From an optimization exercise on the open Yosys and OpenROAD flow, aimed at small area, a short achievable clock period and few clock cycles; shortcuts taken in it are not production practice.
At most, simulation tests tie the RTL to the original design; equivalence was not proved.
Only the layout flow was run in run 6; the RTL was not checked for function there.
The clock port is modelled as an ideal driver; clocking choices that lean on that would not hold on a real chip.
Power and IR drop assume default switching activity.

File: flow/run.sh
#!/bin/bash
# Own layout flow: the standard ORFS flow (standard.sh) with
#  - synthesis through flow/synth.tcl (per-module ABC scripts, hierarchy kept
#    through ABC and flattened after, as synth_recipe.tcl does),
#  - port buffers of a given cell (BUFFER_PORTS_ARGS) instead of the default,
#  - clock tree options (CTS_ARGS) in place of ORFS's, and a post-CTS step
#    (flow/post_cts.tcl, if present) that upsizes clock buffers with slow edges.
# The make output goes to flow_make.log; ORFS keeps each step's log under orfs/logs.
set -euo pipefail
here=$(pwd)
export OWN_ABC_SCRIPT=$here/flow/abc_area.script

export OWN_CLK_SLEW_LIMIT_PS=90
bash standard.sh SYNTH_SCRIPT=$here/flow/synth.tcl SYNTH_HIERARCHICAL=1 \
  "BUFFER_PORTS_ARGS=-buffer_cell sky130_fd_sc_hd__buf_1" \
  "CTS_ARGS=-sink_clustering_enable -repair_clock_nets -buf_list sky130_fd_sc_hd__clkbuf_4 -dont_use_dummy_load"  "POST_CTS_TCL=$here/flow/post_cts.tcl" \
  finish > $here/flow_make.log 2>&1
File: flow/abc_area.script
strash
ifraig
scorr
dc2
strash
dch -f
amap
topo
File: flow/post_cts.tcl
# After CTS: upsize any clock buffer whose output slew (placement parasitics)
# exceeds a limit, so every flip-flop clock pin keeps a fast edge, then
# legalize the placement again.
estimate_parasitics -placement
set limit [expr {$::env(OWN_CLK_SLEW_LIMIT_PS) * 1e-3}]
set resized 0
foreach inst [get_cells -filter "ref_name == sky130_fd_sc_hd__clkbuf_4"] {
  set out [get_pins -of_objects $inst -filter "direction == output"]
  if {[get_property $out slew_max] > $limit} {
    replace_cell $inst [get_lib_cells sky130_fd_sc_hd__clkbuf_8]
    incr resized
  }
}
puts "own post-CTS hook: upsized $resized clock buffers"
if {$resized > 0} {
  detailed_placement
  estimate_parasitics -placement
}
File: flow/synth.tcl
# The standard flow's synthesis (synth_recipe.tcl) with one change: ABC maps every module
# with the area-oriented script OWN_ABC_SCRIPT instead of ORFS's speed script
# (the register read port is written as one-gate modules, each mapped on its
# own). Registers are mapped before ABC runs, so they are the same as the standard flow's.
proc synth {args} { yosys synth -nofsm -noshare {*}$args }
proc abc {args} {
  set i [lsearch -exact $args -script]
  set args [lreplace $args [expr {$i+1}] [expr {$i+1}] $::env(OWN_ABC_SCRIPT)]
  yosys abc {*}$args
}
source $::env(SCRIPTS_DIR)/synth.tcl
# left out here: clear keep_hierarchy, flatten, clean up, hide names made inside functions, write 1_2_yosys.v
File: standard.sh
#!/bin/bash
# synth_recipe.tcl (not shown) runs the flow's synth.tcl, then flattens the netlist and writes it again
# the make line also repeats each setting of config.mk as NAME=value (left out here)
make -C /OpenROAD-flow-scripts/flow DESIGN_CONFIG=/design/flow/config.mk WORK_HOME=/design/flow/orfs CLKGATE_MAP_FILE= SYNTH_SCRIPT=/design/flow/synth_recipe.tcl "${@:-finish}"
File: config.mk
export PLATFORM = sky130hd
export DESIGN_NAME = blabel2_enc
export DESIGN_NICKNAME = blabel2_enc
export VERILOG_FILES = /design/flow/design.v
export SDC_FILE = /design/flow/constraint.sdc
export NUM_CORES = 4
export LEC_CHECK = 0
export CAP_MARGIN = 20
export CORE_MARGIN = 2
export CORE_UTILIZATION = 40
export SETUP_SLACK_MARGIN = 5.0
export SLEW_MARGIN = 20
File: constraint.sdc
create_clock -name core_clock -period 10.0 [get_ports {clk}]
set_input_delay 2.0000 -clock core_clock [delete_from_list [all_inputs] [get_ports {clk}]]
set_output_delay 2.0000 -clock core_clock [all_outputs]
set_load 0.01 [all_outputs]
File: design.v
module blabel2_enc (
    input  wire        clk,
    input  wire        rst,
    input  wire        reg_wr,
    input  wire [7:0]  reg_addr,
    input  wire [31:0] reg_wdata,
    output wire [31:0] reg_rdata,
    output wire        busy,
    output wire        done,
    output wire        error,
    output wire        pix_req,
    output wire [15:0] pix_x,
    output wire [15:0] pix_y,
    input  wire        pix_ack,
    input  wire [7:0]  pix_r,
    input  wire [7:0]  pix_g,
    input  wire [7:0]  pix_b,
    output wire        out_valid,
    output reg  [7:0]  out_data,
    output wire        out_last,
    input  wire        out_ready
);
    localparam [7:0] A_CTRL    = 8'h00;
    localparam [7:0] A_CFG     = 8'h04;
    localparam [7:0] A_WIDTH   = 8'h08;
    localparam [7:0] A_HEIGHT  = 8'h0C;
    localparam [7:0] A_STATUS  = 8'h10;
    localparam [7:0] A_ERRINFO = 8'h14;
    localparam [2:0] P_IDLE  = 3'd0;
    localparam [2:0] P_PRE   = 3'd1;
    localparam [2:0] P_G     = 3'd2;
    localparam [2:0] P_LEN   = 3'd3;
    localparam [2:0] P_LEAD  = 3'd4;
    localparam [2:0] P_IMG   = 3'd5;
    localparam [2:0] P_TRAIL = 3'd6;
    localparam [2:0] P_TERM  = 3'd7;    
    reg  [3:0]  cfg_tape;
    reg         cfg_autocut;
    reg         cfg_inverse;
    reg  [15:0] width_r;
    reg  [15:0] height_r;
    reg         st_done;
    reg  [1:0]  st_errcode;
    reg  [15:0] info_h;
    reg  [3:0]  info_t;
    wire        j_autocut = sh[0];    
    reg         j_inverse;
    reg  [7:0]  j_img;
    wire [15:0] j_width = info_h;
    wire        j_cal   = info_t[3];
    reg  [2:0]  phase;
    reg  [3:0]  pos;
    reg         shfull;
    reg  [15:0] col;
    reg  [10:0] cnt;         
    reg  [8:0]  sh;
    wire [4:0] h_img5 = height_r[7:3];
    reg        tape_hit;
    always @(*) begin
        case (cfg_tape[2:0])
            3'd0:       tape_hit = (h_img5 == 5'd4);
            3'd1, 3'd2: tape_hit = (h_img5 == 5'd6)  || (h_img5 == 5'd7);
            3'd3, 3'd4: tape_hit = (h_img5 == 5'd8)  || (h_img5 == 5'd10);
            3'd5, 3'd6: tape_hit = (h_img5 == 5'd12) || (h_img5 == 5'd14);
            default:    tape_hit = (h_img5 == 5'd16);
        endcase
    end
    wire h_mult8  = (height_r[2:0] == 3'd0);
    wire is_cal   = (cfg_tape == 4'd8);
    wire bad_tape = cfg_tape[3] && (cfg_tape[2:0] != 3'd0);
    wire cal_ok   = (height_r[15:11] == 5'd0) &&
                    (height_r[10:3] != 8'd0) && (height_r[10:3] <= 8'd251);
    wire tape_ok  = (height_r[15:8] == 8'd0) && tape_hit;
    wire job_ok   = h_mult8 && !cfg_tape[3] ? tape_ok : (is_cal && h_mult8 && cal_ok);
    wire active = (phase != P_IDLE);
    assign busy  = active;
    assign done  = st_done;
    assign error = (st_errcode != 2'd0);
    wire   more    = (col != j_width);
    wire   fbusy   = (phase[2:1] != 2'b00) && more;
    assign pix_req = fbusy && !(shfull && cnt[0]);
    assign pix_x   = col;
    assign pix_y   = {5'd0, cnt};
    wire [7:0] img_byte = cnt[0] ? sh[8:1] : sh[7:0];
    wire [7:0] fill     = {8{j_inverse}};
    wire [7:0] len_byte = j_cal ? (j_img + 8'd4) : 8'h0F;
    reg [7:0] pre_byte;
    always @(*) begin
        pre_byte = 8'h00;
        if (cnt[9]) begin
            case (cnt[3:0])
                4'd0:  pre_byte = 8'h1B;
                4'd1:  pre_byte = 8'h40;
                4'd2:  pre_byte = 8'h1B;
                4'd3:  pre_byte = 8'h69;
                4'd4:  pre_byte = 8'h53;
                4'd5:  pre_byte = 8'h1B;
                4'd6:  pre_byte = 8'h69;
                4'd7:  pre_byte = 8'h4D;
                4'd8:  pre_byte = j_autocut ? 8'h40 : 8'h00;    
                4'd9:  pre_byte = 8'h1B;
                4'd10: pre_byte = 8'h69;
                4'd11: pre_byte = 8'h64;
                4'd12: pre_byte = 8'h14;
                default: pre_byte = 8'h00;
            endcase
        end
    end
    wire pre_end = cnt[9] && cnt[3] && cnt[2] && cnt[0];    
    always @(*) begin
        case (phase)
            P_PRE:   out_data = pre_byte;
            P_G:     out_data = 8'h47;
            P_LEN:   out_data = len_byte;
            P_IMG:   out_data = img_byte;
            P_TERM:  out_data = pos[0] ? 8'h1A : 8'h5A;
            default: out_data = fill;
        endcase
    end
    assign out_valid = active && (phase != P_IMG || shfull);
    assign out_last  = (phase == P_TERM) && pos[0];
    wire emit  = out_valid && out_ready;
    wire fetch = pix_req && pix_ack;
    wire ink   = (pix_r < 8'd150);
    blabel2_rd u_rd (
        .addr   (reg_addr),
        .cfg    ({cfg_inverse, cfg_autocut, cfg_tape}),
        .width  (width_r),
        .height (height_r),
        .status ({st_errcode, 1'b0, error, st_done, active}),
        .err    (error),
        .info_h (info_h),
        .info_t (info_t),
        .rdata  (reg_rdata)
    );
    wire start = reg_wr && (reg_addr == A_CTRL) && reg_wdata[0] && !active;
    wire        lead_zero = !j_cal && j_img[4];
    wire [2:0]  lead_sum  = pos[2:0] + j_img[3:1];
    wire        lead_end  = j_cal ? (pos[2:0] == 3'd4) : (lead_sum == 3'd0);
    wire [10:0] cnt_inc  = cnt + 11'd1;
    wire [15:0] col_inc  = col + 16'd1;
    wire        col_end  = (cnt[2:0] == 3'd7) && (cnt_inc[10:3] == j_img);
    wire        img_last = (cnt[10:3] == 8'd0);
    wire        rec_end  = (phase == P_IMG) ? (img_last && (j_cal || pos == 4'd15))
                                            : (pos == 4'd15);
    wire [2:0]  next_rec = more ? P_G : P_TERM;
    always @(posedge clk) begin
        if (rst) begin
            cfg_tape    <= 4'd0;
            cfg_autocut <= 1'b0;
            cfg_inverse <= 1'b0;
            width_r     <= 16'd0;
            height_r    <= 16'd0;
            st_done     <= 1'b0;
            st_errcode  <= 2'd0;
            phase       <= P_IDLE;
        end else begin
            if (reg_wr) begin
                case (reg_addr)
                    A_CFG: begin
                        cfg_tape    <= reg_wdata[3:0];
                        cfg_autocut <= reg_wdata[4];
                        cfg_inverse <= reg_wdata[5];
                    end
                    A_WIDTH:  width_r  <= reg_wdata[15:0];
                    A_HEIGHT: height_r <= reg_wdata[15:0];
                    default: ;
                endcase
            end
            if (start) begin
                st_done <= 1'b0;
                if (job_ok) begin
                    st_errcode <= 2'd0;
                    phase      <= P_PRE;
                end else
                    st_errcode <= bad_tape ? 2'd1 : 2'd2;
            end else if (emit) begin
                case (phase)
                    P_PRE:   if (pre_end) phase <= next_rec;
                    P_G:     phase <= P_LEN;
                    P_LEN:   phase <= lead_zero ? P_IMG : P_LEAD;
                    P_LEAD:  if (lead_end) phase <= P_IMG;
                    P_IMG:   if (img_last)
                                 phase <= rec_end ? next_rec : P_TRAIL;
                    P_TRAIL: if (rec_end) phase <= next_rec;
                    P_TERM:  if (pos[0]) begin
                                 phase   <= P_IDLE;
                                 st_done <= 1'b1;
                             end
                    default: ;
                endcase
            end
        end
    end
    always @(posedge clk) begin
        if (start) begin
            info_t    <= cfg_tape;
            info_h    <= job_ok ? width_r : height_r;
            sh[0]     <= cfg_autocut;
            j_inverse <= cfg_inverse;
            j_img     <= height_r[10:3];
            cnt       <= 11'd112;
            col       <= 16'd0;
            shfull    <= 1'b0;
        end else begin
            if (emit) begin
                if (phase == P_LEN || phase == P_PRE || rec_end)
                    pos <= 4'd0;
                else
                    pos <= pos + 4'd1;
            end
            if (emit && phase == P_IMG)
                shfull <= 1'b0;
            else if (fetch && cnt[2:0] == 3'd7)
                shfull <= 1'b1;
            if (emit && phase == P_PRE) begin
                cnt <= pre_end ? 11'd0 : cnt_inc;
            end else if (fetch) begin
                sh <= {sh[7:0], ink};
                if (col_end) begin
                    cnt <= 11'd0;
                    col <= col_inc;
                end else
                    cnt <= cnt_inc;
            end
        end
    end
endmodule
module blabel2_rd (
    input  wire [7:0]  addr,
    input  wire [5:0]  cfg,
    input  wire [15:0] width,
    input  wire [15:0] height,
    input  wire [5:0]  status,
    input  wire        err,
    input  wire [15:0] info_h,
    input  wire [3:0]  info_t,
    output wire [31:0] rdata
);
    genvar g;
    wire n76, n51, n04, w10, x42, x42e, z3;
    blabel2_g_nor2  u_n76  (.a(addr[7]), .b(addr[6]), .y(n76));             
    blabel2_g_nor2  u_n51  (.a(addr[5]), .b(addr[1]), .y(n51));             
    blabel2_g_nor2  u_n04  (.a(addr[0]), .b(addr[4]), .y(n04));             
    blabel2_g_nor2b u_w10  (.a(addr[0]), .bn(addr[4]), .y(w10));            
    blabel2_g_nor2b u_x42  (.a(addr[3]), .bn(addr[2]), .y(x42));            
    blabel2_g_and3b u_x42e (.an(addr[3]), .b(addr[2]), .c(err), .y(x42e));  
    blabel2_g_inv   u_z3   (.a(addr[3]), .y(z3));                           
    wire [15:0] mwh;     
    wire [5:0]  mse;     
    wire [3:0]  it_e;    
    generate
        for (g = 0; g < 16; g = g + 1) begin : g_mwh
            blabel2_g_mux2i u_m (.s(addr[2]), .a0(width[g]), .a1(height[g]), .y(mwh[g]));
        end
        for (g = 0; g < 4; g = g + 1) begin : g_ite
            blabel2_g_and2 u_e (.a(err), .b(info_t[g]), .y(it_e[g]));
        end
        for (g = 0; g < 3; g = g + 1) begin : g_mse
            blabel2_g_mux2i u_m (.s(addr[2]), .a0(status[g]), .a1(it_e[g]), .y(mse[g]));
        end
    endgenerate
    blabel2_g_nand2  u_mse3 (.a(addr[2]), .b(it_e[3]), .y(mse[3]));         
    blabel2_g_nand2b u_mse4 (.an(addr[2]), .b(status[4]), .y(mse[4]));      
    blabel2_g_nand2b u_mse5 (.an(addr[2]), .b(status[5]), .y(mse[5]));
    wire [1:0] swh_n, sei_n;
    wire       s04_n, sse_n;
    blabel2_g_nand4 u_swh0 (.a(n76), .b(n51), .c(n04), .d(addr[3]), .y(swh_n[0]));  
    blabel2_g_nand4 u_swh1 (.a(n76), .b(n51), .c(n04), .d(addr[3]), .y(swh_n[1]));
    blabel2_g_nand4 u_s04  (.a(n76), .b(n51), .c(n04), .d(x42), .y(s04_n));         
    blabel2_g_nand4 u_sse  (.a(n76), .b(n51), .c(w10), .d(z3), .y(sse_n));           
    blabel2_g_nand4 u_sei0 (.a(n76), .b(n51), .c(w10), .d(x42e), .y(sei_n[0]));      
    blabel2_g_nand4 u_sei1 (.a(n76), .b(n51), .c(w10), .d(x42e), .y(sei_n[1]));
    generate
        for (g = 0; g < 6; g = g + 1) begin : g_lo6
            wire ncfg, ws;
            blabel2_g_inv   u_c (.a(cfg[g]), .y(ncfg));
            blabel2_g_o22a  u_x (.a1(swh_n[0]), .a2(mwh[g]), .b1(sse_n), .b2(mse[g]), .x(ws));
            blabel2_g_o21ai u_o (.a1(s04_n), .a2(ncfg), .b1(ws), .y(rdata[g]));
        end
        for (g = 6; g < 16; g = g + 1) begin : g_wh
            blabel2_g_nor2 u_o (.a(swh_n[g / 8]), .b(mwh[g]), .y(rdata[g]));
        end
        for (g = 16; g < 32; g = g + 1) begin : g_ei
            blabel2_g_nor2b u_o (.a(sei_n[g / 24]), .bn(info_h[g - 16]), .y(rdata[g]));
        end
    endgenerate
endmodule
module blabel2_g_inv (input wire a, output wire y);
    assign y = ~a;
endmodule
module blabel2_g_and2 (input wire a, b, output wire y);
    assign y = a & b;
endmodule
module blabel2_g_nand2 (input wire a, b, output wire y);
    assign y = ~(a & b);
endmodule
module blabel2_g_nand2b (input wire an, b, output wire y);
    assign y = ~(~an & b);
endmodule
module blabel2_g_nor2 (input wire a, b, output wire y);
    assign y = ~(a | b);
endmodule
module blabel2_g_nor2b (input wire a, bn, output wire y);
    assign y = ~(a | ~bn);
endmodule
module blabel2_g_and3b (input wire an, b, c, output wire y);
    assign y = ~an & b & c;
endmodule
module blabel2_g_nand4 (input wire a, b, c, d, output wire y);
    assign y = ~(a & b & c & d);
endmodule
module blabel2_g_mux2i (input wire s, a0, a1, output wire y);
    assign y = ~(s ? a1 : a0);
endmodule
module blabel2_g_o22a (input wire a1, a2, b1, b2, output wire x);
    assign x = (a1 | a2) & (b1 | b2);
endmodule
module blabel2_g_o21ai (input wire a1, a2, b1, output wire y);
    assign y = ~((a1 | a2) & b1);
endmodule
==> flow_metrics.env, run 1 <==
export IMPL_first_pass_iters=5
export IMPL_fmax_mhz=201
export IMPL_startpoint="reg_addr[0]"
export IMPL_pin_count=147
export IMPL_synthFlopType="dfxtp_1"
export IMPL_routedWlPerCell_um=16.9
export IMPL_num_antenna_cells=0
export IMPL_place_area_um2=6620
export IMPL_port_buffers=108
export IMPL_start_util=0.409
export IMPL_area_growth_pct=21.0
export IMPL_crit_family="buffers and inverters"
export IMPL_crit_type="primary input to output port"
export IMPL_hold_class="flip-flop to flip-flop"
export IMPL_synth_area_um2=5950
export IMPL_worst_ep_required_time_ns=8.00
export IMPL_grtUsageTotal=0.220
export IMPL_clock_sinks=114
export IMPL_yosysTopAreaCell="dfxtp_1"
export IMPL_routed_via_density=5.66
export IMPL_drtAntennaViolNets=0
export IMPL_power_mw=0.798
export IMPL_fillers=1467
export IMPL_globalRoute_totalOverflow=0
export IMPL_grt_setup_unrepaired="true"
export IMPL_maxSlewViolCount=0
export IMPL_synthArstFlopShare=0
export IMPL_period_share=0.498
export IMPL_cp_max_fo=6
export IMPL_end_kind="output port"
export IMPL_slew_headroom=0.466
export IMPL_skew_ns=0.0247
export IMPL_die_h_um=126
export IMPL_startpoint_type="primary input"
export IMPL_crit_path_max_incr_delay_ns=0.17
export IMPL_cts_tree="yes"
export IMPL_drive_gt1_frac=0.116
export IMPL_vias=6031
export IMPL_yosys_register_bits=114
export IMPL_drv_cap=0
export IMPL_instances_no_fill=1065
export IMPL_layout_min_cycle_time_ns=4.98
export IMPL_grt_pass1_vias=5488
export IMPL_hpwl_mm=12.8
export IMPL_die_area_um2=15900
export IMPL_antenna_found_initial=0
export IMPL_post_place_cells=1024
export IMPL_drt_total_wl_mm=18.0
export IMPL_status="finished clean"
export IMPL_powerDensity_nw_per_um2=111
export IMPL_grt_pass1_wl_mm=28.0
export IMPL_die_x_um=126
export IMPL_synthCells=729
export IMPL_tightest_slew_ns=0.796
export IMPL_fin_nets=963
export IMPL_yosysSeqAreaShare=0.454
export IMPL_design_area_um2=7200
export IMPL_yosysWarnings=7
export IMPL_synth_top_area_frac=0.242
export IMPL_crit_slowest_cell="buf_6"
export IMPL_path_clk_slew_ns=0.06
export IMPL_route_detailed_drc=0
export IMPL_p_leak_nw=2.59
export IMPL_min_from="height_r[14]"
export IMPL_r2r_start="cnt[0]"
export IMPL_yosys_top_cells_area="dfxtp_1 24%, edfxtp_1 21%, nor2_1 8.2%"
export IMPL_synth_edf_count=42
export IMPL_fin_hold_ws_ns=0.478
export IMPL_arrival_ns=2.98
export IMPL_synth_cell_type_count=47
export IMPL_avgSynthCellArea_um2=8.16
export IMPL_cp_cell_sequence="buf_2 -> nor2b_4 -> nand4_1 -> buf_6 -> o22a_1 -> o21ai_0 -> buf_1"
export IMPL_gp_congestion=0.940
export IMPL_hold_viol_final=0
export IMPL_initialDrtViolationCount=503
export IMPL_peakVddDrop_mv=0.0620
export IMPL_num_rows=44
export IMPL_clk_latency_ns=0.42
export IMPL_finalSetupViolCount=0
export IMPL_fin_setup_tns_ns=0
export IMPL_core_area_um2=14500
export IMPL_critPathBufInv=3
export IMPL_grt_max_degree=58
[per-module statistics from Yosys (local to each module, per instance), a selection]
module            cells inside  area, um2  copies in the design  flops+latches
blabel2_g_mux2i              2       10.0                    19              0
blabel2_g_nor2b              1       6.26                    18              0
blabel2_g_o21ai              1       5.00                     6              0
blabel2_g_and2               1       6.26                     4              0
blabel2_g_inv                1       3.75                     7              0
blabel2_g_nand2              1       3.75                     1              0
blabel2_g_nor2               1       3.75                    13              0
blabel2_g_nand2b             1       6.26                     2              0
blabel2_enc                626       5400                     1            114
blabel2_g_and3b              2       7.51                     1              0
blabel2_g_o22a               1       8.76                     6              0
[per-stage QoR]
| step | setup slack, ns | util |
|---|---|---|
| 3_3_place_gp | 4.16 | 0.456 |
| 5_1_grt | 4.93 | 0.495 |
| 2_1_floorplan | 3.89 | - |
| 3_5_place_dp | 4.15 | 0.456 |
| 6_report | 5.02 | 0.495 |
[cells in the mapped netlist, drive strengths merged (5+ instances only)]
master / count
and3: 6
edfxtp: 42
a31oi: 5
o221a: 8
clkinv: 95
buf: 5
nor4: 9
nand4: 11
o22ai: 28
nor2: 130
and2: 5
ha: 10
a21oi: 55
nor2b: 22
or2: 5
o22a: 7
nand2: 54
nand3: 8
a22oi: 24
o21ai: 49
nor3: 22
a211oi: 12
dfxtp: 72
[report_power, final]
group          switching [mW]  leakage, nW  internal, mW
Combinational          0.0367         1.53        0.0261
Clock                   0.151       0.0912        0.0997
Sequential            0.00428        0.975         0.481
Total                   0.192         2.59         0.607
[registers in the layout (all words and copies together), names as in the netlist, 3 cells and up]
name      count
cfg_tape      4
cnt          11
col          16
height_r     16
info_h       16
info_t        4
j_img         8
phase         3
pos           4
sh            9
width_r      16
[cell type report]
| class | instances | area (um2) | share of cell area |
|---|---|---|---|
| Multi-Input combinational cell | 519 | 3020 | 0.420 |
| Sequential cell | 114 | 2710 | 0.376 |
| Timing Repair Buffer | 136 | 717 | 0.0996 |
| Inverter | 95 | 364 | 0.0506 |
| Tap cell | 184 | 230 | 0.0320 |
| Clock buffer | 17 | 159 | 0.0221 |
[tightest hold or removal path: stages (launching register included)]
cell,delay [ns]
dfxtp_1,0.31
clkinv_1,0.07
a21oi_1,0.05
[per-layer routing]
layer  global-route usage  up-vias  part of all wire
li1                     -     2935                 -
met2                0.349      219              0.46
met1                0.300     2847              0.45
met3               0.0523       30             0.062
met5                    0        -                 0
met4               0.0698        0             0.019
[final timing paths]
path | to | slack [ns] | cells after the start
worst max-delay path | reg_rdata[5] | 5.02 | 7
worst max register to register | col[15] | 5.45 | 31
worst min register to register | height_r[14] | 0.48 | 2
worst min-delay path | height_r[14] | 0.48 | 2
[cell families after synthesis]
logic type | count (synthesis) | share of synthesized area
and+or+nand+nor | 286 | 0.219
AOI/OAI and AO/OA | 217 | 0.235
DFF | 114 | 0.454
buffers and inverters | 100 | 0.0663
adders and majority gates | 11 | 0.0244
other | 1 | 0.000630
[cell usage in the layout, fill, tap and decap left out, types with 11 or more instances in the layout]
cell,instances
a211oi_1,12
dfxtp_1,69
clkbuf_4,12
edfxtp_1,42
buf_1,86
a22oi_1,24
nor2_1,123
o21ai_0,44
buf_4,22
nand4_1,11
a21oi_1,54
nor3_1,17
o22ai_1,27
nor2b_1,15
clkinv_1,91
nand2_1,54
Testbench counts, summed over its fixed seeds: cycles 240,949.
==> run 2: changes to the inputs <==
--- a/config.mk
+++ b/config.mk
@@ -8,5 +8,5 @@
 export CAP_MARGIN = 20
 export CORE_MARGIN = 2
 export CORE_UTILIZATION = 40
-export SETUP_SLACK_MARGIN = 5.0
+export SETUP_SLACK_MARGIN = 4.7
 export SLEW_MARGIN = 20
==> run 2 against run 1 <==
Compared with the run above: cell count shrank 1.1%; non-clock buffer count shrank 12; sequential share of layout area grew 1.4 points; critical path depth is the same; combinational power shrank 16%; largest cell class unchanged; largest power group unchanged.
==> flow_metrics.env, run 2 <==
export IMPL_area_growth_pct=16.6
export IMPL_most_common_layout_cells="129 x nor2_1, 107 x buf_1, 93 x clkinv_1, 70 x dfxtp_1"
export IMPL_synthCells=729
export IMPL_routedWlPerCell_um=16.6
export IMPL_synth_top_area_frac=0.242
export IMPL_end_kind="output port"
export IMPL_period_share=0.523
export IMPL_wl_met3_mm=1.05
export IMPL_drtAntennaViolNets=0
export IMPL_synth_compound_area_frac=0.235
export IMPL_fmax_mhz=191
export IMPL_grtUsageTotal=0.217
export IMPL_skew_ns=0.0262
export IMPL_hold_class="flip-flop to flip-flop"
export IMPL_vias=5875
export IMPL_peakVddDrop_mv=0.0618
export IMPL_final_core_util=0.477
export IMPL_fin_hold_ws_ns=0.474
export IMPL_yosys_top_cells_area="dfxtp_1 24%, edfxtp_1 21%, nor2_1 8.2%"
export IMPL_dp_slack_ns=4.15
export IMPL_drive_gt1_frac=0.0564
export IMPL_slew_headroom=0.464
export IMPL_drv_cap=0
export IMPL_clk_latency_ns=0.41
export IMPL_grt_max_degree=58
export IMPL_finalSetupViolCount=0
export IMPL_worst_ep_required_time_ns=8.00
export IMPL_routed_via_density=5.58
export IMPL_reg2reg_depth=31
export IMPL_synth_cell_type_count=47
export IMPL_initialDrtViolationCount=471
export IMPL_core_area_um2=14500
export IMPL_synthMuxAreaShare=0
export IMPL_synthFlopType="dfxtp_1"
export IMPL_crit_type="primary input to output port"
export IMPL_yosysWarnings=7
export IMPL_drt_total_wl_mm=17.5
export IMPL_die_area_um2=15900
export IMPL_startpoint_type="primary input"
export IMPL_gp_congestion=0.940
export IMPL_die_h_um=126
export IMPL_synthSimpleGateAreaFrac=0.219
export IMPL_port_buffers=108
export IMPL_globalRoute_totalOverflow=0
export IMPL_r2r_slack_ns=5.09
export IMPL_grt_setup_unrepaired="true"
export IMPL_ys_top_cells_by_count="130 x nor2_1, 95 x clkinv_1, 72 x dfxtp_1"
export IMPL_fin_setup_tns_ns=0
export IMPL_fin_nets=951
export IMPL_synthAdderAreaFrac=0.0244
export IMPL_rr_endpoint="col[15]"
export IMPL_clock_sinks=114
export IMPL_wl_met1_mm=8.09
export IMPL_status="finished clean"
export IMPL_powerDensity_nw_per_um2=114
export IMPL_layout_min_cycle_time_ns=5.23
export IMPL_final_common_cell="nor2_1"
export IMPL_post_synth_top_count_cell="nor2_1"
export IMPL_cp_max_fo=7
export IMPL_synthArstFlopShare=0
export IMPL_antenna_found_initial=0
export IMPL_pin_count=147
export IMPL_avgSynthCellArea_um2=8.16
export IMPL_synth_edf_count=42
export IMPL_path_clk_slew_ns=0.06
export IMPL_yosysSeqAreaShare=0.454
export IMPL_num_antenna_cells=0
export IMPL_die_x_um=126
export IMPL_route_met2_wl_mm=8.05
export IMPL_cts_tree="yes"
export IMPL_hold_viol_final=0
export IMPL_num_rows=44
export IMPL_synth_top_family_by_area="compound AO/OA/AOI/OAI gates"
export IMPL_hpwl_mm=12.8
export IMPL_maxSlewViolCount=0
export IMPL_whs_endpoint="height_r[14]"
export IMPL_fin_ws_ns=4.77
export IMPL_tightest_slew_ns=0.799
export IMPL_yosys_register_bits=114
export IMPL_start_util=0.409
export IMPL_grt_pass1_vias=5431
export IMPL_first_pass_iters=5
export IMPL_synth_xor_area_frac=0
export IMPL_holdPathStages=2
export IMPL_p_leak_nw=2.41
export IMPL_dr_max_layer_used="met4"
export IMPL_grt_pass1_wl_mm=27.6
export IMPL_synth_area_um2=5950
export IMPL_yosysTopAreaCell="dfxtp_1"
export IMPL_arrival_ns=3.23
export IMPL_route_detailed_drc=0
export IMPL_r2r_start="cnt[0]"
export IMPL_min_from="height_r[14]"
run 2: cell count changes in the layout (fill, tap and decap cells not counted), moves of 3 or more:
cell	change
buf_2	-10
nor2_1	+6
nor2_2	-3
buf_4	-6
nor2b_1	+7
nor2_4	-3
buf_1	+21
clkbuf_2	-7
nor2b_2	-5
buf_6	-8
run 2: layout make-up:
| class | instances | area [um2] |
|---|---|---|
| clock buffer | 17 | 159 |
| multi-input combinational | 519 | 2940 |
| timing repair buffer | 124 | 542 |
| fill | 1506 | 7600 |
| tap | 184 | 230 |
| sequential | 114 | 2710 |
| inverter | 95 | 360 |
run 2: worst max path at each step:
stage	depth (start not counted)	start	to	slack (ns)
floorplan	7	reg_addr[4]	phase[0]	3.89
global placement	6	reg_addr[2]	reg_rdata[19]	4.16
detailed placement	6	reg_addr[2]	reg_rdata[21]	4.15
global route	27	cnt[0]	col[15]	4.54
finish	7	reg_addr[1]	reg_rdata[2]	4.77
run 2: per-stage QoR:
stage / total power [mW] / instances / area, um2
floorplan: 0.522 / 733 / 5990
global placement: 0.541 / 1024 / 6620
detailed placement: 0.543 / 1024 / 6620
global route: 0.821 / 1053 / 6940
finish: 0.788 / 1053 / 6940
run 2: per-layer routing:
layer	track usage	up-vias
met5	0	-
met4	0.0698	0
met3	0.0506	23
met2	0.339	182
met1	0.300	2755
li1	-	2915
run 2: cells by family (layout without fill, tap and decap cells):
family                     after synthesis  after routing
buffers and inverters                  100            236
DFF                                    114            114
AOI/OAI and AO/OA                      217            217
other                                    1              5
and+or+nand+nor                        286            286
adders and majority gates               11             11
run 2: modules after synthesis (local to each module, per instance), excerpt:
module           cells  flip-flops and latches
blabel2_g_o21ai      1                       0
blabel2_enc        626                     114
blabel2_g_nor2b      1                       0
blabel2_g_mux2i      2                       0
blabel2_g_and3b      2                       0
blabel2_g_nor2       1                       0
blabel2_g_nand4      1                       0
blabel2_g_o22a       1                       0
run 2: report_power, final:
part           total (mW)  internal, mW  switching [mW]
Sequential          0.486         0.481         0.00493
Clock               0.249        0.0997           0.150
Combinational      0.0525        0.0198          0.0328
run 2: worst max-delay path: stages:
cell	delay (ns)
buf_1	0.08
nor2_1	0.30
nand4_1	0.15
buf_4	0.20
o22a_1	0.20
o21ai_1	0.11
buf_1	0.18
==> run 3: changes to the inputs <==
--- a/config.mk
+++ b/config.mk
@@ -8,5 +8,5 @@
 export CAP_MARGIN = 20
 export CORE_MARGIN = 2
 export CORE_UTILIZATION = 40
-export SETUP_SLACK_MARGIN = 4.7
+export SETUP_SLACK_MARGIN = 4.9
 export SLEW_MARGIN = 20
==> run 3 against run 2 <==
Compared with the run above: sequential power about the same; still clean; clock skew decreased by 0.0017 ns; synthesized cell count unchanged; largest power group unchanged; non-clock buffer count increased by 6; die area stayed put; power is 0.73% higher.
==> flow_metrics.env, run 3 <==
export IMPL_status="finished clean"
export IMPL_arrival_ns=3.05
export IMPL_holdPathStages=2
export IMPL_avgSynthCellArea_um2=8.16
export IMPL_synth_top_area_frac=0.242
export IMPL_synthArstFlopShare=0
export IMPL_maxSlewViolCount=0
export IMPL_clock_sinks=114
export IMPL_fin_nets=957
export IMPL_area_growth_pct=18.5
export IMPL_drtAntennaViolNets=0
export IMPL_grt_setup_unrepaired="true"
export IMPL_yosysTopAreaCell="dfxtp_1"
export IMPL_globalRoute_totalOverflow=0
export IMPL_hpwl_mm=12.8
export IMPL_crit_slowest_cell="o22a_1"
export IMPL_synthFlopType="dfxtp_1"
export IMPL_grt_pass1_vias=5459
export IMPL_final_seq_area_um2=2710
export IMPL_post_synth_top_count_cell="nor2_1"
export IMPL_vias=5934
export IMPL_whs_endpoint="height_r[14]"
export IMPL_die_area_um2=15900
export IMPL_yosysSeqAreaShare=0.454
export IMPL_power_mw=0.793
export IMPL_multi_input_area_um2=2980
export IMPL_end_kind="output port"
export IMPL_synth_area_um2=5950
export IMPL_port_buffers=108
export IMPL_peakVddDrop_mv=0.0619
export IMPL_antenna_found_initial=0
export IMPL_synth_cell_type_count=47
export IMPL_worst_ep_required_time_ns=8.00
export IMPL_reg2reg_depth=31
export IMPL_final_common_cell="nor2_1"
export IMPL_synth_edf_count=42
export IMPL_clk_latency_ns=0.42
export IMPL_p_leak_nw=2.48
export IMPL_hold_viol_final=0
export IMPL_slew_headroom=0.461
export IMPL_path_clk_slew_ns=0.06
export IMPL_cp_max_fo=7
export IMPL_cts_tree="yes"
export IMPL_power_frac_comb=0.074
export IMPL_fmax_mhz=198
export IMPL_grt_max_degree=58
export IMPL_finalSetupViolCount=0
export IMPL_drt_total_wl_mm=17.7
export IMPL_pin_count=147
export IMPL_ys_top_cells_by_count="130 x nor2_1, 95 x clkinv_1, 72 x dfxtp_1"
export IMPL_startpoint_type="primary input"
export IMPL_layout_min_cycle_time_ns=5.05
export IMPL_power_frac_seq=0.611
export IMPL_start_util=0.409
export IMPL_fillers=1488
export IMPL_grtUsageTotal=0.218
export IMPL_rr_endpoint="col[15]"
export IMPL_intPower_mw=0.603
export IMPL_period_share=0.505
export IMPL_routedWlPerCell_um=16.7
export IMPL_r2r_slack_ns=5.34
export IMPL_skew_ns=0.0246
export IMPL_switching_share=0.239
export IMPL_powerDensity_nw_per_um2=113
export IMPL_p_sw_mw=0.190
export IMPL_die_h_um=126
export IMPL_crit_type="primary input to output port"
export IMPL_route_detailed_drc=0
export IMPL_synthCells=729
export IMPL_routed_via_density=5.60
export IMPL_crit_path_max_incr_delay_ns=0.20
export IMPL_yosys_top_cells_area="dfxtp_1 24%, edfxtp_1 21%, nor2_1 8.2%"
export IMPL_core_area_um2=14500
export IMPL_drv_cap=0
export IMPL_grt_pass1_wl_mm=27.7
export IMPL_clock_power_share=0.314
export IMPL_most_common_layout_cells="123 x nor2_1, 100 x buf_1, 91 x clkinv_1, 70 x dfxtp_1"
export IMPL_drive_gt1_frac=0.0823
export IMPL_num_antenna_cells=0
export IMPL_first_pass_iters=5
export IMPL_min_from="height_r[14]"
export IMPL_r2r_start="cnt[0]"
export IMPL_initialDrtViolationCount=438
export IMPL_yosys_register_bits=114
export IMPL_die_x_um=126
export IMPL_gp_congestion=0.940
export IMPL_tightest_slew_ns=0.805
export IMPL_hold_class="flip-flop to flip-flop"
export IMPL_yosysWarnings=7
export IMPL_cp_cell_sequence="buf_1 -> nor2_4 -> nand4_1 -> buf_6 -> o22a_1 -> o21ai_1 -> buf_2"
export IMPL_num_rows=44
export IMPL_fin_setup_tns_ns=0
run 3: per-module statistics from Yosys, one instance, submodules excluded, excerpt:
module,cells,cell area (um2),copies in the design,flip-flops and latches
blabel2_enc,626,5400,1,114
blabel2_g_and2,1,6.26,4,0
blabel2_g_inv,1,3.75,7,0
blabel2_g_mux2i,2,10.0,19,0
blabel2_g_nand4,1,6.26,6,0
blabel2_g_o21ai,1,5.00,6,0
blabel2_g_o22a,1,8.76,6,0
run 3: worst max path at each step:
stage	startpoint	endpoint	slack, ns
2_1_floorplan	reg_addr[4]	phase[0]	3.89
3_3_place_gp	reg_addr[2]	reg_rdata[19]	4.16
3_5_place_dp	reg_addr[2]	reg_rdata[21]	4.15
5_1_grt	cnt[1]	col[15]	4.82
6_report	reg_addr[5]	reg_rdata[2]	4.95
run 3: final cells by class:
class | count | area share
Inverter | 95 | 0.0517
Sequential cell | 114 | 0.384
Multi-Input combinational cell | 519 | 0.423
Clock buffer | 17 | 0.0225
Tap cell | 184 | 0.0327
Timing Repair Buffer | 130 | 0.0859
run 3: worst max-delay path: cells and delay by family:
| family | cells | cell delay (ns) |
|---|---|---|
| buffers and inverters | 3 | 0.44 |
| and+or+nand+nor | 2 | 0.30 |
| AOI/OAI and AO/OA | 2 | 0.30 |
run 3: per-layer routing:
metal | part of all wire | routed length (um) | global-route usage
met5 | 0 | 0 | 0
met4 | 0.015 | 257 | 0.0692
met3 | 0.068 | 1210 | 0.0523
met2 | 0.46 | 8120 | 0.340
met1 | 0.46 | 8130 | 0.301
run 3: cells by family (layout without fill, tap and decap cells):
family                   count (synthesis)  in the layout  synth area share
AO/OA/AOI/OAI                          217            217             0.235
flip-flops                             114            114             0.454
buffers and inverters                  100            242            0.0663
adder cells (fa/ha/maj)                 11             11            0.0244
AND/OR/NAND/NOR                        286            286             0.219
other                                    1              5          0.000630
run 3: power by group through the flow:
stage          Sequential, mW  Combinational (mW)  Clock (mW)
2_1_floorplan           0.496              0.0260           0
3_3_place_gp            0.496              0.0448           0
3_5_place_dp            0.496              0.0465           0
5_1_grt                 0.486              0.0647       0.276
6_report                0.485              0.0589       0.249
run 3: through the flow:
stage | setup slack (ns) | instances | hold slack, ns | utilization | instance area, um2
5_1_grt | 4.82 | 1059 | 0.503 | 0.485 | 7050
2_1_floorplan | 3.89 | 733 | 0.438 | - | 5990
6_report | 4.95 | 1059 | 0.477 | 0.485 | 7050
3_3_place_gp | 4.16 | 1024 | 0.462 | 0.456 | 6620
3_5_place_dp | 4.15 | 1024 | 0.466 | 0.456 | 6620
==> run 4: changes to the inputs <==
--- a/config.mk
+++ b/config.mk
@@ -7,6 +7,7 @@
 export LEC_CHECK = 0
 export CAP_MARGIN = 20
 export CORE_MARGIN = 2
-export CORE_UTILIZATION = 40
+export CORE_UTILIZATION = 55
+export PLACE_DENSITY = 0.7
 export SETUP_SLACK_MARGIN = 4.9
 export SLEW_MARGIN = 20
==> run 4 against run 3 <==
Compared with the run above: still clean; final area fell by 1.2%; combinational power fell by 3%; clock power barely moved; utilization rose by 18 points; global-route usage rose by 8.1 points; critical path depth did not move; worst hold slack improved by 0.013 ns; power fell by 0.65%; cell count fell by 4.8%; worst setup slack got worse by 0.024 ns; critical path type unchanged; critical endpoint is now reg_rdata[1]; largest power group unchanged.
==> flow_metrics.env, run 4 <==
export IMPL_hpwl_mm=12.5
export IMPL_fmax_mhz=197
export IMPL_final_common_cell="nor2_1"
export IMPL_die_area_um2=11700
export IMPL_avgSynthCellArea_um2=8.16
export IMPL_ys_top_cells_by_count="130 x nor2_1, 95 x clkinv_1, 72 x dfxtp_1"
export IMPL_startpoint="reg_addr[0]"
export IMPL_fin_nets=954
export IMPL_routed_via_density=6.03
export IMPL_finalSetupViolCount=0
export IMPL_cp_common_cell="buf_1"
export IMPL_synth_cell_type_count=47
export IMPL_crit_path_max_incr_delay_ns=0.19
export IMPL_cts_tree="yes"
export IMPL_core_area_um2=10400
export IMPL_yosysWarnings=7
export IMPL_startpoint_type="primary input"
export IMPL_num_rows=37
export IMPL_clk_latency_ns=0.43
export IMPL_critPathBufInv=3
export IMPL_pin_count=147
export IMPL_final_core_util=0.668
export IMPL_initialDrtViolationCount=536
export IMPL_path_clk_slew_ns=0.08
export IMPL_synth_area_um2=5950
export IMPL_end_kind="output port"
export IMPL_grtUsageTotal=0.299
export IMPL_crit_slowest_cell="o22a_1"
export IMPL_drt_total_wl_mm=17.7
export IMPL_clock_sinks=114
export IMPL_layout_min_cycle_time_ns=5.08
export IMPL_area_growth_pct=17.0
export IMPL_place_area_um2=6560
export IMPL_yosys_register_bits=114
export IMPL_worst_ep_required_time_ns=8.00
export IMPL_hold_viol_final=0
export IMPL_yosys_top_cells_area="dfxtp_1 24%, edfxtp_1 21%, nor2_1 8.2%"
export IMPL_die_x_um=108
export IMPL_peakVddDrop_mv=0.109
export IMPL_post_synth_top_count_cell="nor2_1"
export IMPL_cp_max_fo=7
export IMPL_route_met2_wl_mm=8.29
export IMPL_rr_endpoint="col[15]"
export IMPL_design_area_um2=6960
export IMPL_globalRoute_totalOverflow=0
export IMPL_whs_endpoint="height_r[13]"
export IMPL_skew_ns=0.0277
export IMPL_vias=6078
export IMPL_dr_max_layer_used="met4"
export IMPL_p_leak_nw=2.44
export IMPL_r2r_start="cnt[1]"
export IMPL_min_from="height_r[13]"
export IMPL_route_detailed_drc=0
export IMPL_grt_max_degree=58
export IMPL_grt_pass1_wl_mm=27.0
export IMPL_fin_hold_ws_ns=0.490
export IMPL_synth_top_area_frac=0.242
export IMPL_synthFlopType="dfxtp_1"
export IMPL_drv_cap=0
export IMPL_hold_class="flip-flop to flip-flop"
export IMPL_reg2reg_depth=31
export IMPL_antenna_found_initial=0
export IMPL_crit_family="buffers and inverters"
export IMPL_wl_met3_mm=1.37
export IMPL_port_buffers=108
export IMPL_fin_setup_tns_ns=0
export IMPL_gp_congestion=0.979
export IMPL_start_util=0.571
export IMPL_wl_met1_mm=7.64
export IMPL_tightest_slew_ns=0.746
export IMPL_yosysTopAreaCell="dfxtp_1"
export IMPL_powerDensity_nw_per_um2=113
export IMPL_synth_edf_count=42
export IMPL_routedWlPerCell_um=17.6
export IMPL_slew_headroom=0.500
export IMPL_synthArstFlopShare=0
export IMPL_yosysSeqAreaShare=0.454
export IMPL_first_pass_iters=5
export IMPL_cp_cell_sequence="buf_1 -> nor2_2 -> nand4_1 -> buf_6 -> o22a_1 -> o21ai_0 -> buf_1"
export IMPL_die_h_um=108
export IMPL_drtAntennaViolNets=0
export IMPL_grt_pass1_vias=5368
export IMPL_period_share=0.508
export IMPL_most_common_layout_cells="120 x nor2_1, 103 x buf_1, 93 x clkinv_1, 69 x dfxtp_1"
export IMPL_crit_type="primary input to output port"
export IMPL_arrival_ns=3.08
export IMPL_r2r_slack_ns=5.40
export IMPL_synthCells=729
export IMPL_holdPathStages=2
export IMPL_maxSlewViolCount=0
export IMPL_num_antenna_cells=0
export IMPL_status="finished clean"
export IMPL_grt_setup_unrepaired="true"
export IMPL_drive_gt1_frac=0.0768
==> run 4: tightest hold or removal path, stage by stage, from the launching register on <==
cell	delay (ns)
dfxtp_1	0.32
clkinv_1	0.07
a21oi_1	0.06
==> run 4: area by class of cell <==
| cell class | instances | area (um2) |
|---|---|---|
| sequential | 114 | 2710 |
| fill | 903 | 3450 |
| timing repair buffer | 127 | 582 |
| inverter | 95 | 360 |
| clock buffer | 17 | 159 |
| multi-input combinational | 519 | 2980 |
| tap | 136 | 170 |
==> run 4: worst max path at each step <==
stage / endpoint / depth (start not counted) / slack (ns)
final: reg_rdata[1] / 7 / 4.92
after global routing: reg_rdata[5] / 7 / 4.86
after detailed placement: reg_rdata[20] / 6 / 4.15
after global placement: reg_rdata[20] / 6 / 4.24
after floorplan: phase[0] / 7 / 3.89
==> run 4: per-module statistics from Yosys (local to each module, per instance), a selection <==
| module | area [um2] | cells |
|---|---|---|
| blabel2_g_and2 | 6.26 | 1 |
| blabel2_g_nor2 | 3.75 | 1 |
| blabel2_g_nor2b | 6.26 | 1 |
| blabel2_enc | 5400 | 626 |
| blabel2_g_o21ai | 5.00 | 1 |
| blabel2_g_nand2 | 3.75 | 1 |
| blabel2_g_and3b | 7.51 | 2 |
| blabel2_g_nand2b | 6.26 | 1 |
| blabel2_g_mux2i | 10.0 | 2 |
| blabel2_g_o22a | 8.76 | 1 |
| blabel2_g_nand4 | 6.26 | 1 |
| blabel2_g_inv | 3.75 | 1 |
==> run 4: report_power, final <==
group          internal [mW]  leakage [nW]  switching (mW)  total [mW]
logic                 0.0216          1.38          0.0356      0.0573
clock network         0.0995        0.0912           0.146       0.246
registers              0.481         0.975         0.00433       0.485
==> run 4: layer usage <==
| layer | up-vias | GRT usage |
|---|---|---|
| met5 | - | 0 |
| met4 | 0 | 0.113 |
| met3 | 44 | 0.0615 |
| met2 | 311 | 0.471 |
| met1 | 2815 | 0.409 |
| li1 | 2908 | - |
==> run 4: cells by family after synthesis <==
group,share of synthesized area
other,0.000630
buffers and inverters,0.0663
and+or+nand+nor,0.219
AOI/OAI and AO/OA,0.235
DFF,0.454
adders and majority gates,0.0244
==> run 4: stage by stage <==
stage / total power [mW] / cells / setup slack (ns)
global placement: 0.541 / 976 / 4.24
floorplan: 0.522 / 733 / 3.89
detailed placement: 0.542 / 976 / 4.15
global route: 0.817 / 1008 / 4.86
finish: 0.788 / 1008 / 4.92
==> run 5: changes to the inputs <==
--- a/flow/run.sh
+++ b/flow/run.sh
@@ -13,5 +13,5 @@
 export OWN_CLK_SLEW_LIMIT_PS=90
 bash standard.sh SYNTH_SCRIPT=$here/flow/synth.tcl SYNTH_HIERARCHICAL=1 \
   "BUFFER_PORTS_ARGS=-buffer_cell sky130_fd_sc_hd__buf_1" \
-  "CTS_ARGS=-sink_clustering_enable -repair_clock_nets -buf_list sky130_fd_sc_hd__clkbuf_4 -dont_use_dummy_load"  "POST_CTS_TCL=$here/flow/post_cts.tcl" \
+  "CTS_ARGS=-sink_clustering_enable -repair_clock_nets -buf_list sky130_fd_sc_hd__clkbuf_4 -dont_use_dummy_load"  "SETUP_SLACK_MARGIN=5.3" "POST_CTS_TCL=$here/flow/post_cts.tcl" \
   finish > $here/flow_make.log 2>&1
--- a/config.mk
+++ b/config.mk
@@ -7,7 +7,5 @@
 export LEC_CHECK = 0
 export CAP_MARGIN = 20
 export CORE_MARGIN = 2
-export CORE_UTILIZATION = 55
-export PLACE_DENSITY = 0.7
-export SETUP_SLACK_MARGIN = 4.9
+export CORE_UTILIZATION = 40
 export SLEW_MARGIN = 20
==> run 5 against run 4 <==
Compared with the run above: first-iteration DRC count increased by 22%; critical path depth unchanged; worst hold slack got worse by 0.0046 ns; sequential cell count unchanged; maximum frequency increased by 2.2%; synthesized cell count unchanged; highest routed layer unchanged.
==> flow_metrics.env, run 5 <==
export IMPL_status="finished clean"
export IMPL_synth_area_um2=5950
export IMPL_peakVddDrop_mv=0.0649
export IMPL_grt_max_degree=56
export IMPL_cp_common_cell="buf_6"
export IMPL_rr_endpoint="col[15]"
export IMPL_synthArstFlopShare=0
export IMPL_ys_top_cells_by_count="130 x nor2_1, 95 x clkinv_1, 72 x dfxtp_1"
export IMPL_min_from="height_r[11]"
export IMPL_grt_setup_unrepaired="true"
export IMPL_drive_gt1_frac=0.171
export IMPL_routed_via_density=5.69
export IMPL_vias=6076
export IMPL_clock_sinks=114
export IMPL_finalSetupViolCount=0
export IMPL_synthFlopType="dfxtp_1"
export IMPL_hold_viol_final=0
export IMPL_cp_cell_sequence="buf_6 -> nor2_4 -> nand4_1 -> buf_6 -> o22a_1 -> o21ai_2 -> buf_2"
export IMPL_tightest_slew_ns=0.787
export IMPL_path_clk_slew_ns=0.06
export IMPL_end_kind="output port"
export IMPL_fmax_mhz=201
export IMPL_fin_setup_tns_ns=0
export IMPL_arrival_ns=2.97
export IMPL_initialDrtViolationCount=654
export IMPL_post_synth_top_count_cell="nor2_1"
export IMPL_startpoint_type="primary input"
export IMPL_hold_class="flip-flop to flip-flop"
export IMPL_core_area_um2=14500
export IMPL_drtAntennaViolNets=0
export IMPL_most_common_layout_cells="108 x nor2_1, 91 x clkinv_1, 68 x dfxtp_1, 68 x buf_1, 54 x a21oi_1"
export IMPL_r2r_start="cnt[1]"
export IMPL_crit_type="primary input to output port"
export IMPL_gp_congestion=0.926
export IMPL_drv_cap=0
export IMPL_routedWlPerCell_um=17.3
export IMPL_whs_endpoint="height_r[11]"
export IMPL_grt_pass1_wl_mm=29.2
export IMPL_crit_slowest_cell="o22a_1"
export IMPL_multi_input_area_um2=3200
export IMPL_powerDensity_nw_per_um2=107
export IMPL_synth_edf_count=42
export IMPL_route_detailed_drc=0
export IMPL_yosysWarnings=7
export IMPL_start_util=0.409
export IMPL_critPathBufInv=3
export IMPL_synthCells=729
export IMPL_yosys_register_bits=114
export IMPL_holdPathStages=2
export IMPL_post_place_cells=1024
export IMPL_fillers=1424
export IMPL_final_seq_area_um2=2710
export IMPL_layout_min_cycle_time_ns=4.97
export IMPL_cp_max_fo=7
export IMPL_worst_ep_required_time_ns=8.00
export IMPL_final_common_cell="nor2_1"
export IMPL_drt_total_wl_mm=18.5
export IMPL_yosys_top_cells_area="dfxtp_1 24%, edfxtp_1 21%, nor2_1 8.2%"
export IMPL_crit_path_max_incr_delay_ns=0.22
export IMPL_synth_top_area_frac=0.242
export IMPL_globalRoute_totalOverflow=0
export IMPL_r2r_slack_ns=5.52
export IMPL_instances_no_fill=1068
export IMPL_hpwl_mm=12.9
export IMPL_period_share=0.497
export IMPL_cts_tree="yes"
export IMPL_yosysTopAreaCell="dfxtp_1"
export IMPL_skew_ns=0.0283
export IMPL_first_pass_iters=5
export IMPL_die_area_um2=15900
export IMPL_num_antenna_cells=0
export IMPL_synth_cell_type_count=47
export IMPL_fin_nets=966
export IMPL_grtUsageTotal=0.230
export IMPL_die_x_um=126
export IMPL_avgSynthCellArea_um2=8.16
export IMPL_area_growth_pct=27.4
export IMPL_num_rows=44
export IMPL_clk_latency_ns=0.43
export IMPL_yosysSeqAreaShare=0.454
export IMPL_antenna_found_initial=0
export IMPL_port_buffers=108
export IMPL_reg2reg_depth=29
export IMPL_p_leak_nw=2.78
export IMPL_maxSlewViolCount=0
export IMPL_pin_count=147
export IMPL_grt_pass1_vias=5792
export IMPL_crit_family="buffers and inverters"
export IMPL_die_h_um=126
export IMPL_slew_headroom=0.472
[run 5: metrics by stage]
step	hold slack (ns)	cell area, um2	power, mW	utilization	setup WS (ns)
global route	0.500	7580	0.840	0.522	4.96
floorplan	0.438	6030	0.523	-	3.90
global placement	0.462	6660	0.542	0.458	4.15
detailed placement	0.472	6660	0.543	0.458	4.10
finish	0.486	7580	0.811	0.522	5.03
[run 5: kinds of logic (layout without fill, tap and decap cells)]
logic type / after synthesis / in the layout / synth area share
fa+ha+maj: 11 / 11 / 0.0244
buf+inv: 100 / 251 / 0.0663
other cells: 1 / 5 / 0.000630
simple gates: 286 / 286 / 0.219
flops: 114 / 114 / 0.454
compound gates: 217 / 217 / 0.235
[run 5: worst max-delay path by stage]
| stage | start | to | slack [ns] | cells past startpoint |
|---|---|---|---|---|
| after floorplan | reg_addr[4] | phase[0] | 3.90 | 7 |
| after global placement | reg_addr[2] | reg_rdata[18] | 4.15 | 6 |
| after detailed placement | reg_addr[2] | reg_rdata[18] | 4.10 | 6 |
| after global routing | reg_addr[1] | reg_rdata[4] | 4.96 | 7 |
| final | reg_addr[1] | reg_rdata[3] | 5.03 | 7 |
[run 5: modules after synthesis, one instance, submodules excluded, excerpt]
module,times used,flip-flops and latches
blabel2_g_and2,4,0
blabel2_g_mux2i,19,0
blabel2_g_o21ai,6,0
blabel2_g_and3b,1,0
blabel2_g_nor2,13,0
blabel2_g_nor2b,18,0
blabel2_enc,1,114
blabel2_g_nand4,6,0
blabel2_g_inv,7,0
blabel2_g_nand2b,2,0
blabel2_g_o22a,6,0
blabel2_g_nand2,1,0
[run 5: where the power goes]
part,internal [mW],switching [mW]
clock,0.108,0.153
combinational,0.0276,0.0379
sequential,0.481,0.00398
[run 5: tightest hold or removal path, stage by stage (launching register included)]
cell	delay, ns
dfxtp_1	0.31
clkinv_1	0.07
a21oi_1	0.06
[run 5: metal layers]
layer	wire length, um	GRT usage
met5	0	0
met4	496	0.0970
met2	8510	0.356
met1	8380	0.314
met3	1140	0.0455
[run 5: layout make-up]
cell class                 instances  share of cell area
clock buffer                      17              0.0226
inverter                          95              0.0477
multi-input combinational        519               0.423
sequential                       114               0.358
tap                              184              0.0304
timing repair buffer             139               0.119
==> run 6: changes to the inputs <==
--- a/design.v
+++ b/design.v
@@ -238,9 +238,14 @@
     output wire [31:0] rdata
 );
     genvar g;
-    wire n76, n51, n04, w10, x42, x42e, z3;
-    blabel2_g_nor2  u_n76  (.a(addr[7]), .b(addr[6]), .y(n76));             
-    blabel2_g_nor2  u_n51  (.a(addr[5]), .b(addr[1]), .y(n51));             
+    wire [1:0] n76, n51;
+    wire n04, w10, x42, x42e, z3;
+    generate
+        for (g = 0; g < 2; g = g + 1) begin : g_n
+            blabel2_g_nor2 u_n76 (.a(addr[7]), .b(addr[6]), .y(n76[g]));    
+            blabel2_g_nor2 u_n51 (.a(addr[5]), .b(addr[1]), .y(n51[g]));    
+        end
+    endgenerate
     blabel2_g_nor2  u_n04  (.a(addr[0]), .b(addr[4]), .y(n04));             
     blabel2_g_nor2b u_w10  (.a(addr[0]), .bn(addr[4]), .y(w10));            
     blabel2_g_nor2b u_x42  (.a(addr[3]), .bn(addr[2]), .y(x42));            
@@ -263,26 +268,30 @@
     blabel2_g_nand2  u_mse3 (.a(addr[2]), .b(it_e[3]), .y(mse[3]));         
     blabel2_g_nand2b u_mse4 (.an(addr[2]), .b(status[4]), .y(mse[4]));      
     blabel2_g_nand2b u_mse5 (.an(addr[2]), .b(status[5]), .y(mse[5]));
-    wire [1:0] swh_n, sei_n;
-    wire       s04_n, sse_n;
-    blabel2_g_nand4 u_swh0 (.a(n76), .b(n51), .c(n04), .d(addr[3]), .y(swh_n[0]));  
-    blabel2_g_nand4 u_swh1 (.a(n76), .b(n51), .c(n04), .d(addr[3]), .y(swh_n[1]));
-    blabel2_g_nand4 u_s04  (.a(n76), .b(n51), .c(n04), .d(x42), .y(s04_n));         
-    blabel2_g_nand4 u_sse  (.a(n76), .b(n51), .c(w10), .d(z3), .y(sse_n));           
-    blabel2_g_nand4 u_sei0 (.a(n76), .b(n51), .c(w10), .d(x42e), .y(sei_n[0]));      
-    blabel2_g_nand4 u_sei1 (.a(n76), .b(n51), .c(w10), .d(x42e), .y(sei_n[1]));
+    wire [3:0] swh_n, sei_n;
+    wire [1:0] s04_n, sse_n;
+    generate
+        for (g = 0; g < 4; g = g + 1) begin : g_s4
+            blabel2_g_nand4 u_swh (.a(n76[g / 2]), .b(n51[g / 2]), .c(n04), .d(addr[3]), .y(swh_n[g]));  
+            blabel2_g_nand4 u_sei (.a(n76[g / 2]), .b(n51[g / 2]), .c(w10), .d(x42e), .y(sei_n[g]));     
+        end
+        for (g = 0; g < 2; g = g + 1) begin : g_s2
+            blabel2_g_nand4 u_s04 (.a(n76[g]), .b(n51[g]), .c(n04), .d(x42), .y(s04_n[g]));   
+            blabel2_g_nand4 u_sse (.a(n76[g]), .b(n51[g]), .c(w10), .d(z3), .y(sse_n[g]));    
+        end
+    endgenerate
     generate
         for (g = 0; g < 6; g = g + 1) begin : g_lo6
             wire ncfg, ws;
             blabel2_g_inv   u_c (.a(cfg[g]), .y(ncfg));
-            blabel2_g_o22a  u_x (.a1(swh_n[0]), .a2(mwh[g]), .b1(sse_n), .b2(mse[g]), .x(ws));
-            blabel2_g_o21ai u_o (.a1(s04_n), .a2(ncfg), .b1(ws), .y(rdata[g]));
+            blabel2_g_o22a  u_x (.a1(swh_n[g / 4]), .a2(mwh[g]), .b1(sse_n[g / 3]), .b2(mse[g]), .x(ws));
+            blabel2_g_o21ai u_o (.a1(s04_n[g / 3]), .a2(ncfg), .b1(ws), .y(rdata[g]));
         end
         for (g = 6; g < 16; g = g + 1) begin : g_wh
-            blabel2_g_nor2 u_o (.a(swh_n[g / 8]), .b(mwh[g]), .y(rdata[g]));
+            blabel2_g_nor2 u_o (.a(swh_n[g / 4]), .b(mwh[g]), .y(rdata[g]));
         end
         for (g = 16; g < 32; g = g + 1) begin : g_ei
-            blabel2_g_nor2b u_o (.a(sei_n[g / 24]), .bn(info_h[g - 16]), .y(rdata[g]));
+            blabel2_g_nor2b u_o (.a(sei_n[(g - 16) / 4]), .bn(info_h[g - 16]), .y(rdata[g]));
         end
     endgenerate
 endmodule
--- a/flow/run.sh
+++ b/flow/run.sh
@@ -13,5 +13,5 @@
 export OWN_CLK_SLEW_LIMIT_PS=90
 bash standard.sh SYNTH_SCRIPT=$here/flow/synth.tcl SYNTH_HIERARCHICAL=1 \
   "BUFFER_PORTS_ARGS=-buffer_cell sky130_fd_sc_hd__buf_1" \
-  "CTS_ARGS=-sink_clustering_enable -repair_clock_nets -buf_list sky130_fd_sc_hd__clkbuf_4 -dont_use_dummy_load"  "SETUP_SLACK_MARGIN=5.3" "POST_CTS_TCL=$here/flow/post_cts.tcl" \
+  "CTS_ARGS=-sink_clustering_enable -repair_clock_nets -buf_list sky130_fd_sc_hd__clkbuf_4 -dont_use_dummy_load"  "POST_CTS_TCL=$here/flow/post_cts.tcl" \
   finish > $here/flow_make.log 2>&1
--- a/config.mk
+++ b/config.mk
@@ -8,4 +8,5 @@
 export CAP_MARGIN = 20
 export CORE_MARGIN = 2
 export CORE_UTILIZATION = 40
+export SETUP_SLACK_MARGIN = 4.9
 export SLEW_MARGIN = 20
==> run 6 against run 5 <==
Compared with the run above: power shrank 2.1%; first-iteration DRC count shrank 20%; critical endpoint is now reg_rdata[9]; synthesized area grew 0.76%; cell count shrank 0.47%; largest cell class unchanged; global-route usage shrank 0.92 points; clock skew shrank 0.0045 ns; combinational power shrank 13%; via count shrank 3.4%.
==> flow_metrics.env, run 6 <==
export IMPL_synthFlopType="dfxtp_1"
export IMPL_yosysWarnings=7
export IMPL_synth_area_um2=5990
export IMPL_path_clk_slew_ns=0.07
export IMPL_skew_ns=0.0238
export IMPL_grt_max_degree=58
export IMPL_fin_hold_ws_ns=0.478
export IMPL_cp_max_fo=6
export IMPL_fin_nets=961
export IMPL_fmax_mhz=198
export IMPL_vias=5870
export IMPL_most_common_layout_cells="123 x nor2_1, 96 x buf_1, 91 x clkinv_1, 70 x dfxtp_1"
export IMPL_synthCells=737
export IMPL_yosys_register_bits=114
export IMPL_hold_class="flip-flop to flip-flop"
export IMPL_grtUsageTotal=0.221
export IMPL_power_mw=0.794
export IMPL_yosys_top_cells_area="dfxtp_1 24%, edfxtp_1 21%, nor2_1 8.3%"
export IMPL_yosysSeqAreaShare=0.451
export IMPL_antenna_found_initial=0
export IMPL_pin_count=147
export IMPL_startpoint="reg_addr[6]"
export IMPL_routed_via_density=5.52
export IMPL_status="finished clean"
export IMPL_grt_setup_unrepaired="true"
export IMPL_fin_setup_tns_ns=0
export IMPL_crit_type="primary input to output port"
export IMPL_powerDensity_nw_per_um2=112
export IMPL_start_util=0.411
export IMPL_crit_path_max_incr_delay_ns=0.27
export IMPL_final_core_util=0.486
export IMPL_startpoint_type="primary input"
export IMPL_route_detailed_drc=0
export IMPL_r2r_slack_ns=5.33
export IMPL_crit_slowest_cell="nand4_1"
export IMPL_period_share=0.506
export IMPL_reg2reg_depth=29
export IMPL_num_antenna_cells=0
export IMPL_critPathBufInv=2
export IMPL_maxSlewViolCount=0
export IMPL_arrival_ns=3.06
export IMPL_synthArstFlopShare=0
export IMPL_hold_viol_final=0
export IMPL_cp_cell_sequence="buf_1 -> nor2_4 -> nand4_1 -> nor2_1 -> buf_1"
export IMPL_cts_tree="yes"
export IMPL_globalRoute_totalOverflow=0
export IMPL_slew_headroom=0.482
export IMPL_hpwl_mm=12.9
export IMPL_drive_gt1_frac=0.0842
export IMPL_drtAntennaViolNets=0
export IMPL_drt_total_wl_mm=17.8
export IMPL_die_x_um=126
export IMPL_synth_edf_count=42
export IMPL_crit_family="simple AND/OR/NAND/NOR gates"
export IMPL_end_kind="output port"
export IMPL_tightest_slew_ns=0.772
export IMPL_synth_cell_type_count=47
export IMPL_finalSetupViolCount=0
export IMPL_final_common_cell="nor2_1"
export IMPL_first_pass_iters=5
export IMPL_routedWlPerCell_um=16.7
export IMPL_grt_pass1_wl_mm=28.0
export IMPL_gp_congestion=0.891
export IMPL_worst_ep_required_time_ns=8.00
export IMPL_clk_latency_ns=0.42
export IMPL_fillers=1478
export IMPL_peakVddDrop_mv=0.0779
export IMPL_avgSynthCellArea_um2=8.13
export IMPL_num_rows=44
export IMPL_cp_depth=5
export IMPL_p_leak_nw=2.48
export IMPL_die_area_um2=16000
export IMPL_multi_input_area_um2=3050
export IMPL_crit_end="reg_rdata[9]"
export IMPL_clock_sinks=114
export IMPL_cp_common_cell="buf_1"
export IMPL_initialDrtViolationCount=524
export IMPL_yosysTopAreaCell="dfxtp_1"
export IMPL_core_area_um2=14600
export IMPL_ys_top_cells_by_count="132 x nor2_1, 95 x clkinv_1, 72 x dfxtp_1"
export IMPL_area_growth_pct=18.3
export IMPL_synth_top_area_frac=0.241
export IMPL_r2r_start="cnt[0]"
export IMPL_layout_min_cycle_time_ns=5.06
export IMPL_rr_endpoint="col[15]"
export IMPL_final_seq_area_um2=2710
export IMPL_port_buffers=108
export IMPL_drv_cap=0
export IMPL_post_synth_top_count_cell="nor2_1"
export IMPL_die_h_um=126
export IMPL_grt_pass1_vias=5341
[run 6: cell families (layout without fill, tap and decap cells)]
logic type / count (synthesis) / after routing / synth area share
and+or+nand+nor: 294 / 294 / 0.225
AOI/OAI and AO/OA: 217 / 217 / 0.233
DFF: 114 / 114 / 0.451
buffers and inverters: 100 / 238 / 0.0658
adders and majority gates: 11 / 11 / 0.0242
other: 1 / 5 / 0.000626
[run 6: per-layer routing]
metal	track usage	wire (um)	up-vias	share of wire
li1	-	-	2950	-
met3	0.0540	1140	17	0.064
met1	0.311	8290	2697	0.47
met2	0.343	8170	206	0.46
met4	0.0517	206	0	0.012
met5	0	0	-	0
[run 6: layout make-up]
class                      count  share of cell area
tap                          184              0.0325
inverter                      95              0.0514
multi-input combinational    527               0.430
timing repair buffer         126              0.0817
sequential                   114               0.382
clock buffer                  17              0.0224
[run 6: where the power goes]
part	leakage [nW]	total, mW	switching, mW	internal [mW]
Combinational	1.41	0.0572	0.0360	0.0212
Sequential	0.974	0.485	0.00472	0.481
Clock	0.0912	0.252	0.152	0.0999
Total	2.48	0.794	0.192	0.602
[run 6: worst min path at each step]
stage | start | to | slack, ns | cells after the start
6_report | height_r[13] | height_r[13] | 0.48 | 2
3_3_place_gp | height_r[14] | height_r[14] | 0.46 | 2
5_1_grt | height_r[1] | height_r[1] | 0.50 | 2
2_1_floorplan | cfg_inverse | j_inverse | 0.44 | 0
3_5_place_dp | cfg_inverse | j_inverse | 0.47 | 0
[run 6: through the flow]
step / setup slack, ns / area, um2 / cells
after floorplan: 3.89 / 6030 / 741
after global placement: 4.24 / 6670 / 1032
after detailed placement: 4.20 / 6670 / 1032
after global routing: 4.78 / 7090 / 1063
final: 4.94 / 7090 / 1063
[run 6: worst register-to-register path, delay by kind of cell (launching register included)]
family	cells	cell delay [ns]
adders and majority gates	1	0.24
buffers and inverters	5	0.50
DFF	1	0.43
and+or+nand+nor	18	2.38
AOI/OAI and AO/OA	5	1.02
[run 6: Yosys stat by module (local to each module, per instance), excerpt]
module | copies in the design | cell area, um2
blabel2_g_nand4 | 12 | 6.26
blabel2_enc | 1 | 5400
blabel2_g_o21ai | 6 | 5.00
blabel2_g_and3b | 1 | 7.51
blabel2_g_nor2 | 15 | 3.75
blabel2_g_and2 | 4 | 6.26
blabel2_g_nand2b | 2 | 6.26
blabel2_g_inv | 7 | 3.75
blabel2_g_nand2 | 1 | 3.75
blabel2_g_nor2b | 18 | 6.26
blabel2_g_o22a | 6 | 8.76
blabel2_g_mux2i | 19 | 10.0

-- static timing again, ports no longer ideal --
Ports are ideal in the flow. The routed layouts listed here were re-timed in OpenROAD.
Step 1 sets driving cells, clkbuf_16 on the clock port and buf_2 on the other inputs (assumed; they add their load-dependent delay and slew).
Step 2, shift: input delay + t, output delay - t, t = (earliest + latest rising clock arrival at the registers) / 2. This alone moves slack from input paths to output paths.
a / b / c = ideal ports / drivers / drivers and shift; a / b = the first two.
run	t (ns)	slack for setup (ns)	latest minus earliest clock arrival (ns)
run 1	0.442	5.023 / 4.915 / 4.915	0.028 / 0.029
run 2	0.437	4.774 / 4.754 / 4.672	0.028 / 0.028
run 3	0.440	4.948 / 4.853 / 4.794	0.028 / 0.028
run 4	0.452	4.924 / 4.851 / 4.708	0.027 / 0.027
run 5	0.453	5.035 / 4.946 / 4.946	0.030 / 0.029
run 6	0.440	4.941 / 4.844 / 4.773	0.024 / 0.024
After both steps setup and hold are still met in every run listed. The setup slack of run 4, which loses most, moves by -0.073 ns with the drivers and by -0.216 ns with both steps.
